This design comes from an exercise in tuning for small area and a short achievable clock period on the open sky130 flow, not from production work. Function was checked by simulation only, so behaviour that the tests miss may differ from the original.

[flow/constraint.sdc]
create_clock -name core_clock -period 60.0 [get_ports {clk}]
set_input_delay 12.0000 -clock core_clock [delete_from_list [all_inputs] [get_ports {clk}]]
set_output_delay 12.0000 -clock core_clock [all_outputs]
set_load 0.01 [all_outputs]
[flow/design.v]
module sht_norm (
    input  wire [37:0] mag,
    output wire [7:0]  e,
    output wire [22:0] f
);
    reg [4:0] lz;
    integer i;
    always @(*) begin
        lz = 5'd16;
        for (i = 21; i < 38; i = i + 1)
            if (mag[i]) lz = 37 - i;
    end
    wire [37:0] sh = mag << lz;
    wire        g   = sh[13];
    wire        st  = |sh[12:0];
    wire        up  = g & (st | sh[14]);
    wire [24:0] m   = {1'b0, sh[37:14]} + {24'd0, up};
    assign f = m[24] ? m[23:1] : m[22:0];
    assign e = 8'd134 - {3'd0, lz} + {7'd0, m[24]};
endmodule
module sht_mul (
    input  wire [13:0] n,
    output wire [37:0] q,
    output wire [20:0] h
);
    function [63:0] radd;    
        input [63:0] a, b;
        input        c;
        integer i;
        reg cy;
        begin
            cy = c;
            for (i = 0; i < 64; i = i + 1) begin
                radd[i] = a[i] ^ b[i] ^ cy;
                cy = (a[i] & b[i]) | (cy & (a[i] ^ b[i]));
            end
        end
    endfunction
    wire [13:0] nn = ~n;
    localparam [37:0] QC = (38'd1 << 22) - (38'd1 << 36) + (38'd1 << 20) - (38'd1 << 34)
                         + (38'd1 << 14) - (38'd1 << 28) + (38'd1 << 11) - (38'd1 << 25);
    wire [37:0] r0 = {n, 24'd0};
    wire [37:0] r1 = {24'd0, n} << 6;
    wire [37:0] r2 = {24'd0, n} << 4;
    wire [37:0] r3 = {24'd0, n} << 1;
    wire [37:0] r4 = {24'd0, nn} << 22;
    wire [37:0] r5 = {24'd0, nn} << 20;
    wire [37:0] r6 = {24'd0, nn} << 14;
    wire [37:0] r7 = {24'd0, nn} << 11;
    wire [37:0] a0 = r0 ^ r4 ^ r5;  wire [37:0] b0 = {(r0 & r4) | (r0 & r5) | (r4 & r5), 1'b0};
    wire [37:0] a1 = r1 ^ r2 ^ r3;  wire [37:0] b1 = {(r1 & r2) | (r1 & r3) | (r2 & r3), 1'b0};
    wire [37:0] a2 = r6 ^ r7 ^ QC;  wire [37:0] b2 = {(r6 & r7) | (r6 & QC) | (r7 & QC), 1'b0};
    wire [37:0] c0 = a0 ^ b0 ^ a1;  wire [37:0] d0 = {(a0 & b0) | (a0 & a1) | (b0 & a1), 1'b0};
    wire [37:0] c1 = b1 ^ a2 ^ b2;  wire [37:0] d1 = {(b1 & a2) | (b1 & b2) | (a2 & b2), 1'b0};
    wire [37:0] e0 = c0 ^ d0 ^ c1;  wire [37:0] f0 = {(c0 & d0) | (c0 & c1) | (d0 & c1), 1'b0};
    wire [37:0] g0 = e0 ^ f0 ^ d1;  wire [37:0] g1 = {(e0 & f0) | (e0 & d1) | (f0 & d1), 1'b0};
    wire [63:0] qs = radd({26'd0, g0}, {26'd0, g1}, 1'b0);
    assign q = qs[37:0];
    localparam [20:0] HC = (21'd1 << 2) - (21'd1 << 16);
    wire [20:0] h0 = {7'd0, n} << 7;
    wire [20:0] h1 = {7'd0, nn} << 2;
    wire [20:0] h2 = {7'd0, n};
    wire [20:0] ha = h0 ^ h1 ^ h2;  wire [20:0] hb = {(h0 & h1) | (h0 & h2) | (h1 & h2), 1'b0};
    wire [20:0] hc = ha ^ hb ^ HC;  wire [20:0] hd = {(ha & hb) | (ha & HC) | (hb & HC), 1'b0};
    wire [63:0] hs = radd({43'd0, hc}, {43'd0, hd}, 1'b0);
    assign h = hs[20:0];
endmodule
module sht_mulf (
    input  wire [7:0]  e,
    input  wire [22:0] f,
    output wire [7:0]  eo,
    output wire [22:0] fo
);
    function [63:0] radd;    
        input [63:0] a, b;
        input        c;
        integer i;
        reg cy;
        begin
            cy = c;
            for (i = 0; i < 64; i = i + 1) begin
                radd[i] = a[i] ^ b[i] ^ cy;
                cy = (a[i] & b[i]) | (cy & (a[i] ^ b[i]));
            end
        end
    endfunction
    wire [47:0] m1  = {25'd0, 1'b1, f};
    wire [63:0] y3  = radd({16'd0, m1}, {15'd0, m1, 1'b0}, 1'b0);           
    wire [63:0] y51 = radd(y3, {y3[59:0], 4'd0}, 1'b0);                     
    wire [47:0] t0  = m1 << 23;
    wire [47:0] t1  = y51[46:0] << 1;
    wire [47:0] t2  = y51[38:0] << 9;
    wire [47:0] t3  = y51[30:0] << 17;
    wire [47:0] u0  = t0 ^ t1 ^ t2;  wire [47:0] u1 = {(t0 & t1) | (t0 & t2) | (t1 & t2), 1'b0};
    wire [47:0] v0  = u0 ^ u1 ^ t3;  wire [47:0] v1 = {(u0 & u1) | (u0 & t3) | (u1 & t3), 1'b0};
    wire [63:0] ps  = radd({16'd0, v0}, {16'd0, v1}, 1'b0);
    wire [47:0] p   = ps[47:0];
    wire        top = p[47];
    wire [23:0] m24 = top ? p[47:24] : p[46:23];
    wire        g   = top ? p[23] : p[22];
    wire        st  = top ? (|f[21:0]) : (|f[20:0]);
    wire        up  = g & (st | m24[0]);
    wire [63:0] ms  = radd({40'd0, m24}, 64'd0, up);
    wire [24:0] m   = ms[24:0];
    assign fo = m[24] ? m[23:1] : m[22:0];
    assign eo = e + {7'd0, top} + {7'd0, m[24]};
endmodule
module sht_sub (
    input  wire [37:0] q,
    input  wire        rh,
    input  wire        s,
    output wire [37:0] mag
);
    localparam [37:0] KT = 38'h0BB6666000;       
    localparam [37:0] KH = 38'd98304 << 16;       
    reg  [37:0] t;
    integer i;
    always @(*) begin
        t[37] = q[37];
        for (i = 36; i >= 0; i = i - 1) t[i] = t[i+1] | q[i];
    end
    wire [37:0] keep = ~(t >> 24);
    wire [37:0] kp1  = {1'b1, keep[37:1]};
    wire [37:0] km1  = {keep[36:0], 1'b1};
    wire        g    = |(q & kp1 & ~keep);
    wire        l    = |(q & keep & ~km1);
    wire        st   = |(q & ~kp1);
    wire        up   = g & (st | l) & ~rh;
    wire [37:0] am   = (q & keep) | (~keep & {38{up}});
    wire [37:0] k    = rh ? KH : KT;
    wire [37:0] x    = am ^ {38{s}};
    wire [37:0] y    = s ? k : (~k + 38'd1);
    assign mag = x + y + {37'd0, up ^ s};
endmodule
module sht_addf (
    input  wire        sd,
    input  wire        sf,
    input  wire [7:0]  e,
    input  wire [22:0] f,
    output wire [31:0] r
);
    wire [23:0] md = {1'b1, f};
    wire [8:0]  sh = {1'b0, e} - 9'd128;    
    wire [30:0] dl = {7'd0, md} << sh[2:0];
    wire [3:0]  rs = 4'd0 - sh[3:0];
    wire [30:0] dr = {7'd0, md} >> rs;
    wire        rstk = |(md & ~({24{1'b1}} << rs));
    wire        neg = sh[8];
    wire [30:0] dint = neg ? dr : dl;
    wire        stk  = neg & rstk;
    reg  [30:0] E;
    always @(*) begin
        if (!sd)      E = dint + 31'h08000000;
        else if (sf)  E = dint - 31'h08000000;
        else          E = 31'h08000000 - dint - {30'd0, stk};
    end
    reg [4:0] lz;
    integer i;
    always @(*) begin
        lz = 5'd16;
        for (i = 14; i < 31; i = i + 1)
            if (E[i]) lz = 30 - i;
    end
    wire [30:0] n   = E << lz;
    wire        g   = n[6];
    wire        st  = (|n[5:0]) | stk;
    wire        up  = g & (st | n[7]);
    wire [24:0] m   = {1'b0, n[30:7]} + {24'd0, up};
    wire [22:0] fo  = m[24] ? m[23:1] : m[22:0];
    wire [7:0]  eo  = 8'd135 - {3'd0, lz} + {7'd0, m[24]};
    assign r = {sf, eo, fo};
endmodule
module sht20_codec (
    input  wire        clk,
    input  wire        rst,         
    input  wire        in_valid,
    input  wire [2:0]  op,
    input  wire [7:0]  a,
    input  wire [7:0]  b,
    output reg         out_valid,
    output reg         err,
    output reg  [15:0] raw_masked,
    output reg  [31:0] val0,
    output reg  [31:0] val1,
    output reg  [7:0]  ureg_out,
    output wire        otp_dis,
    output wire        htr_en,
    output wire        eob,
    output reg         res_valid,
    output wire [1:0]  res
);
    assign otp_dis = ureg_out[1];
    assign htr_en  = ureg_out[2];
    assign eob     = ureg_out[6];
    assign res     = {ureg_out[7], ureg_out[0]};
    reg        r0_v;
    reg [2:0]  r0_op;
    reg [7:0]  r0_a, r0_b;
    always @(posedge clk) begin
        r0_v  <= in_valid & ~rst;
        r0_op <= op;
        r0_a  <= a;
        r0_b  <= b;
    end
    wire [13:0] n = {r0_a, r0_b[7:2]};
    wire        is_t  = (r0_op == 3'd0);
    wire        is_rh = (r0_op == 3'd1);
    wire        is_u  = (r0_op == 3'd2) | (r0_op == 3'd3) | (r0_op == 3'd4) | (r0_op == 3'd5);
    reg [7:0] new_ureg;
    always @(*) begin
        case (r0_op)
            3'd3:    new_ureg = (r0_a & 8'h7E) | {r0_b[1], 6'b000000, r0_b[0]};
            3'd4:    new_ureg = (r0_a & 8'hFB) | {5'b00000, r0_b[0], 2'b00};
            3'd5:    new_ureg = (r0_a & 8'hBF) | {1'b0, r0_b[0], 6'b000000};
            default: new_ureg = r0_a;
        endcase
    end
    wire [37:0] q1;
    wire [20:0] h1;
    sht_mul u_mul (.n(n), .q(q1), .h(h1));
    wire s_t = (n <= 14'd4368);      
    wire s_h = (n <= 14'd786);       
    wire s_f = (n <= 14'd2710);      
    reg         r1_v, r1_t, r1_rh, r1_u, r1_sg, r1_sf;
    reg  [13:0] r1_pay;
    reg  [37:0] r1_q;
    always @(posedge clk) begin
        r1_v   <= r0_v & ~rst;
        r1_t   <= is_t;
        r1_rh  <= is_rh;
        r1_u   <= is_u;
        r1_sg  <= is_rh ? s_h : s_t;
        r1_sf  <= s_f;
        r1_pay <= is_u ? {6'd0, new_ureg} : n;
        r1_q   <= is_rh ? {1'b0, h1, 16'd0} : q1;
    end
    wire [37:0] mag2;
    sht_sub u_sub (.q(r1_q), .rh(r1_rh), .s(r1_sg), .mag(mag2));
    reg         r2_v, r2_t, r2_rh, r2_u, r2_sg, r2_sf;
    reg  [13:0] r2_pay;
    reg  [37:0] r2_mag;
    always @(posedge clk) begin
        r2_v   <= r1_v & ~rst;
        r2_t   <= r1_t;
        r2_rh  <= r1_rh;
        r2_u   <= r1_u;
        r2_sg  <= r1_sg;
        r2_sf  <= r1_sf;
        r2_pay <= r1_pay;
        r2_mag <= mag2;
    end
    wire [7:0]  e3;
    wire [22:0] f3;
    sht_norm u_norm (.mag(r2_mag), .e(e3), .f(f3));
    reg         r3_v, r3_t, r3_rh, r3_u, r3_sg, r3_sf;
    reg  [13:0] r3_pay;
    reg  [7:0]  r3_e;
    reg  [22:0] r3_f;
    always @(posedge clk) begin
        r3_v   <= r2_v & ~rst;
        r3_t   <= r2_t;
        r3_rh  <= r2_rh;
        r3_u   <= r2_u;
        r3_sg  <= r2_sg;
        r3_sf  <= r2_sf;
        r3_pay <= r2_pay;
        r3_e   <= e3;
        r3_f   <= f3;
    end
    wire [7:0]  e4;
    wire [22:0] f4;
    sht_mulf u_mulf (.e(r3_e), .f(r3_f), .eo(e4), .fo(f4));
    reg         r4_v, r4_t, r4_rh, r4_u, r4_sg, r4_sf;
    reg  [13:0] r4_pay;
    reg  [7:0]  r4_e;
    reg  [22:0] r4_f;
    reg  [31:0] r4_val0;
    always @(posedge clk) begin
        r4_v    <= r3_v & ~rst;
        r4_t    <= r3_t;
        r4_rh   <= r3_rh;
        r4_u    <= r3_u;
        r4_sg   <= r3_sg;
        r4_sf   <= r3_sf;
        r4_pay  <= r3_pay;
        r4_e    <= e4;
        r4_f    <= f4;
        r4_val0 <= {r3_sg, r3_e, r3_f};
    end
    wire [31:0] fahr;
    sht_addf u_addf (.sd(r4_sg), .sf(r4_sf), .e(r4_e), .f(r4_f), .r(fahr));
    wire meas = r4_t | r4_rh;
    always @(posedge clk) begin
        out_valid  <= r4_v & ~rst;
        err        <= ~(meas | r4_u);
        raw_masked <= meas ? {r4_pay, 2'b00} : 16'd0;
        val0       <= meas ? r4_val0 : 32'd0;
        val1       <= r4_t ? fahr : 32'd0;
        ureg_out   <= r4_u ? r4_pay[7:0] : 8'd0;
        res_valid  <= r4_u;
    end
endmodule
[flow/config.mk]
export PLATFORM = sky130hd
export DESIGN_NAME = sht20_codec
export DESIGN_NICKNAME = sht20_codec
export VERILOG_FILES = /design/flow/design.v
export SDC_FILE = /design/flow/constraint.sdc
export NUM_CORES = 4
export LEC_CHECK = 0
export CAP_MARGIN = 20
export CORE_MARGIN = 2
export CORE_UTILIZATION = 40
export CTS_CLUSTER_DIAMETER = 40
export CTS_CLUSTER_SIZE = 10
export SLEW_MARGIN = 20
[flow/run.sh]
#!/bin/bash
# synth_recipe.tcl (not shown) runs the flow's synth.tcl, then flattens the netlist and writes it again
# the make line also repeats each setting of config.mk as NAME=value (left out here)
make -C /OpenROAD-flow-scripts/flow DESIGN_CONFIG=/design/flow/config.mk WORK_HOME=/design/flow/orfs CLKGATE_MAP_FILE= SYNTH_SCRIPT=/design/flow/synth_recipe.tcl finish
==> flow_metrics.tcl <==
set metrics [dict create \
    area_delta_synth_final_pct 12.6 \
    crit_fanout 28 \
    cts_resized 0 \
    yosysSeqAreaShare 0.239 \
    grt_setup_unrepaired "false" \
    antenna_found_initial 0 \
    worst_pin_slew_ns 0.985 \
    routed_via_density 5.38 \
    clk_latency_ns 0.59 \
    hp-start "r1_pay[2]" \
    die_w_um 276 \
    synth_ff_type "dfxtp_1" \
    grt_pass1_vias 23100 \
    critical_path.endpoint "r4_e[2]" \
    layout_setup_ws_ns 33.96 \
    register_area_um2 7090 \
    synth_edf_count 0 \
    crit_slowest_cell "fa_1" \
    cts_buffers 54 \
    hold_path_class "reg2reg" \
    synthesis.area_um2 29700 \
    cts_sinks 354 \
    yosys_warnings 6 \
    cts.htree.levels 2 \
    via_count 23600 \
    drc 0 \
    fmax_mhz 38.4 \
    ys_types 101 \
    core-area_um2 73200 \
    cts_max_path_buffers 3 \
    cts_root_buf "clkbuf_16" \
    worstPathRequired_ns 60.48 \
    max_slew_margin 0.343 \
    port_buffers 115 \
    post_drt_wl_per_cell_um 17.4 \
    grt.total_usage 0.198 \
    r2r_start "r3_f[0]" \
    period_minus_slack_ns 26.04 \
    hpwl_um 59600 \
    netlist_instances 3334 \
    start_kind "register" \
    slew_violations 0 \
    rows 99 \
    ys_seq_elements 354 \
    crit_buf_inv 18 \
    final_cells 4387 \
    fillers 7078 \
    slowest_delay_ns 0.58 \
    cts_setup_buffers 0 \
    syn_area_per_cell_um2 8.90 \
    num-nets-final 3901 \
    setup_viol 0 \
    finClkSkew_ns 0.0357 \
    maxCapViolations 0 \
    pre_cts_ws_ns 33.91 \
    synth_async_sr_flop_share 0 \
    tns_ns 0 \
    cts_tree "built" \
    final.period_utilization 0.434 \
    crit_family "adder cells" \
    end_kind "register" \
    drive_gt1_frac 0.0779 \
    status "finished clean" \
    cts.clk_slew.worst_paths_ns 0.05 \
    die_y_um 276 \
    cp.arrival_ns 26.52 \
    gp_congestion 0.909 \
    antenna_cells 0 \
    dr.pass1.iters 6 \
    hold_viol 0 \
    crit_cells 96 \
    dieArea_um2 76300 \
    ff2ff_setup_slack_ns 33.96 \
    initial_utilization 0.405 \
    r2r_end "r4_e[2]" \
    multi_input_area_um2 20600 \
    grt_max_degree 57 \
    drt_first_iter_violations 1976 \
    overflow 0 \
    dp_cells 4300 \
    cpMostUsedCell "fa_1" \
    path_class "reg2reg" \
    final_antenna_net_count 0 \
    grt_first_pass_wirelength_um 124000 \
    critPathLaunch "r3_f[0]" \
    reg2reg_depth 96 \
    cts-hold-fix-buffers 0 \
    routed_wirelength_um 76300 \
    boundaryPins 118 \
]
-- stage by stage --
| step | cell area (um2) | hold slack, ns | util |
|---|---|---|---|
| final | 33400 | 0.319 | 0.456 |
| after global routing | 33400 | 0.325 | 0.456 |
| after CTS | 33400 | 0.320 | 0.456 |
| after detailed placement | 31700 | 0.312 | 0.433 |
| after global placement | 31700 | 0.310 | 0.433 |
| after floorplan | 29700 | 0.310 | - |
-- registers in the layout, indices dropped and copies added (netlist names), 14 cells and up --
register    count
val0           32
r2_mag         38
r4_f           23
r4_pay         14
r3_pay         14
r3_f           23
raw_masked     14
r1_q           37
r1_pay         14
val1           32
r2_pay         14
r4_val0        31
-- layout make-up --
| cell class | instances | share of cell area |
|---|---|---|
| multi-input combinational | 2465 | 0.616 |
| sequential | 354 | 0.212 |
| timing repair buffer | 151 | 0.0425 |
| inverter | 371 | 0.0417 |
| tap | 959 | 0.0359 |
| clock inverter | 24 | 0.00839 |
| clock buffer | 63 | 0.0427 |
-- cells by family (layout without fill, tap and decap cells) --
| group | Yosys count | count (layout) | synth area share |
|---|---|---|---|
| and+or+nand+nor | 936 | 936 | 0.151 |
| AOI/OAI and AO/OA | 654 | 654 | 0.147 |
| buffers and inverters | 516 | 609 | 0.0682 |
| adders and majority gates | 482 | 482 | 0.253 |
| DFF | 354 | 354 | 0.239 |
| muxes | 262 | 262 | 0.104 |
| xor gates and xnor gates | 129 | 129 | 0.0381 |
| other | 1 | 2 | 0.000126 |
-- cell usage in the layout, fill, tap and decap left out, drive strengths merged, types with 36 or more instances in the layout --
master,Yosys,routed
nand2,329,329
nand3,56,56
clkdlybuf4s50,0,115
inv,368,375
mux2i,162,162
xnor2,72,72
a21oi,147,147
a31oi,40,40
nor3,56,56
xor2,57,57
clkbuf,98,63
ha,285,285
o21ai,160,160
fa,197,197
nor2,212,212
mux2,70,70
buf,47,36
and2,42,42
dfxtp,354,354
nor2b,85,85
-- cell usage after synthesis, types with 67 or more instances --
master    number  area [um2]
mux2_2        67         754
clkbuf_1      98         368
ha_1         285        3570
o21ai_0      145         726
a21oi_1      146         731
inv_1        364        1370
xnor2_1       72         631
mux2i_1      162        1620
nand2_1      329        1230
fa_1         197        3940
nor2_1       212         796
dfxtp_1      354        7090
nor2b_1       85         532
-- per-layer routing --
metal | GRT usage | wire length [um] | up-vias
li1 | - | - | 11600
met1 | 0.269 | 35000 | 11300
met2 | 0.330 | 35800 | 561
met3 | 0.0257 | 3800 | 109
met4 | 0.0523 | 1650 | 0
met5 | 0 | 0 | -
-- worst min path at each step --
| stage | end | slack, ns | cells past startpoint |
|---|---|---|---|
| 6_report | r2_pay[2] | 0.32 | 0 |
| 5_1_grt | r3_pay[6] | 0.32 | 0 |
| 4_1_cts | r2_pay[1] | 0.32 | 0 |
| 3_5_place_dp | r2_pay[13] | 0.31 | 0 |
| 3_3_place_gp | r3_u | 0.31 | 0 |
| 2_1_floorplan | r2_pay[0] | 0.31 | 0 |

-- re-timing with driven ports --
How much do the figures lean on ideal ports? The routed layout below was timed once more, with nothing changed but the port constraints. Step 1 (the two cells are an assumption about what drives the block):
set clk [get_ports {clk}]
set_driving_cell -lib_cell sky130_fd_sc_hd__clkbuf_16 $clk
set_driving_cell -lib_cell sky130_fd_sc_hd__buf_2 [delete_from_list [all_inputs] $clk]
Step 2, shift: input delay + t, output delay - t, t = (earliest + latest rising clock arrival at the registers) / 2. This alone moves slack from input paths to output paths. Three values: ideal, step 1, step 2; two values: the first two.
shift t [ns]: 0.627
setup WS [ns]: 33.957 / 33.957 / 33.957
pins driven straight from the clock port: 1
After both steps this run still meets setup and hold. For this run, drivers alone change the setup slack by 0.000 ns; drivers and shift together by 0.000 ns.
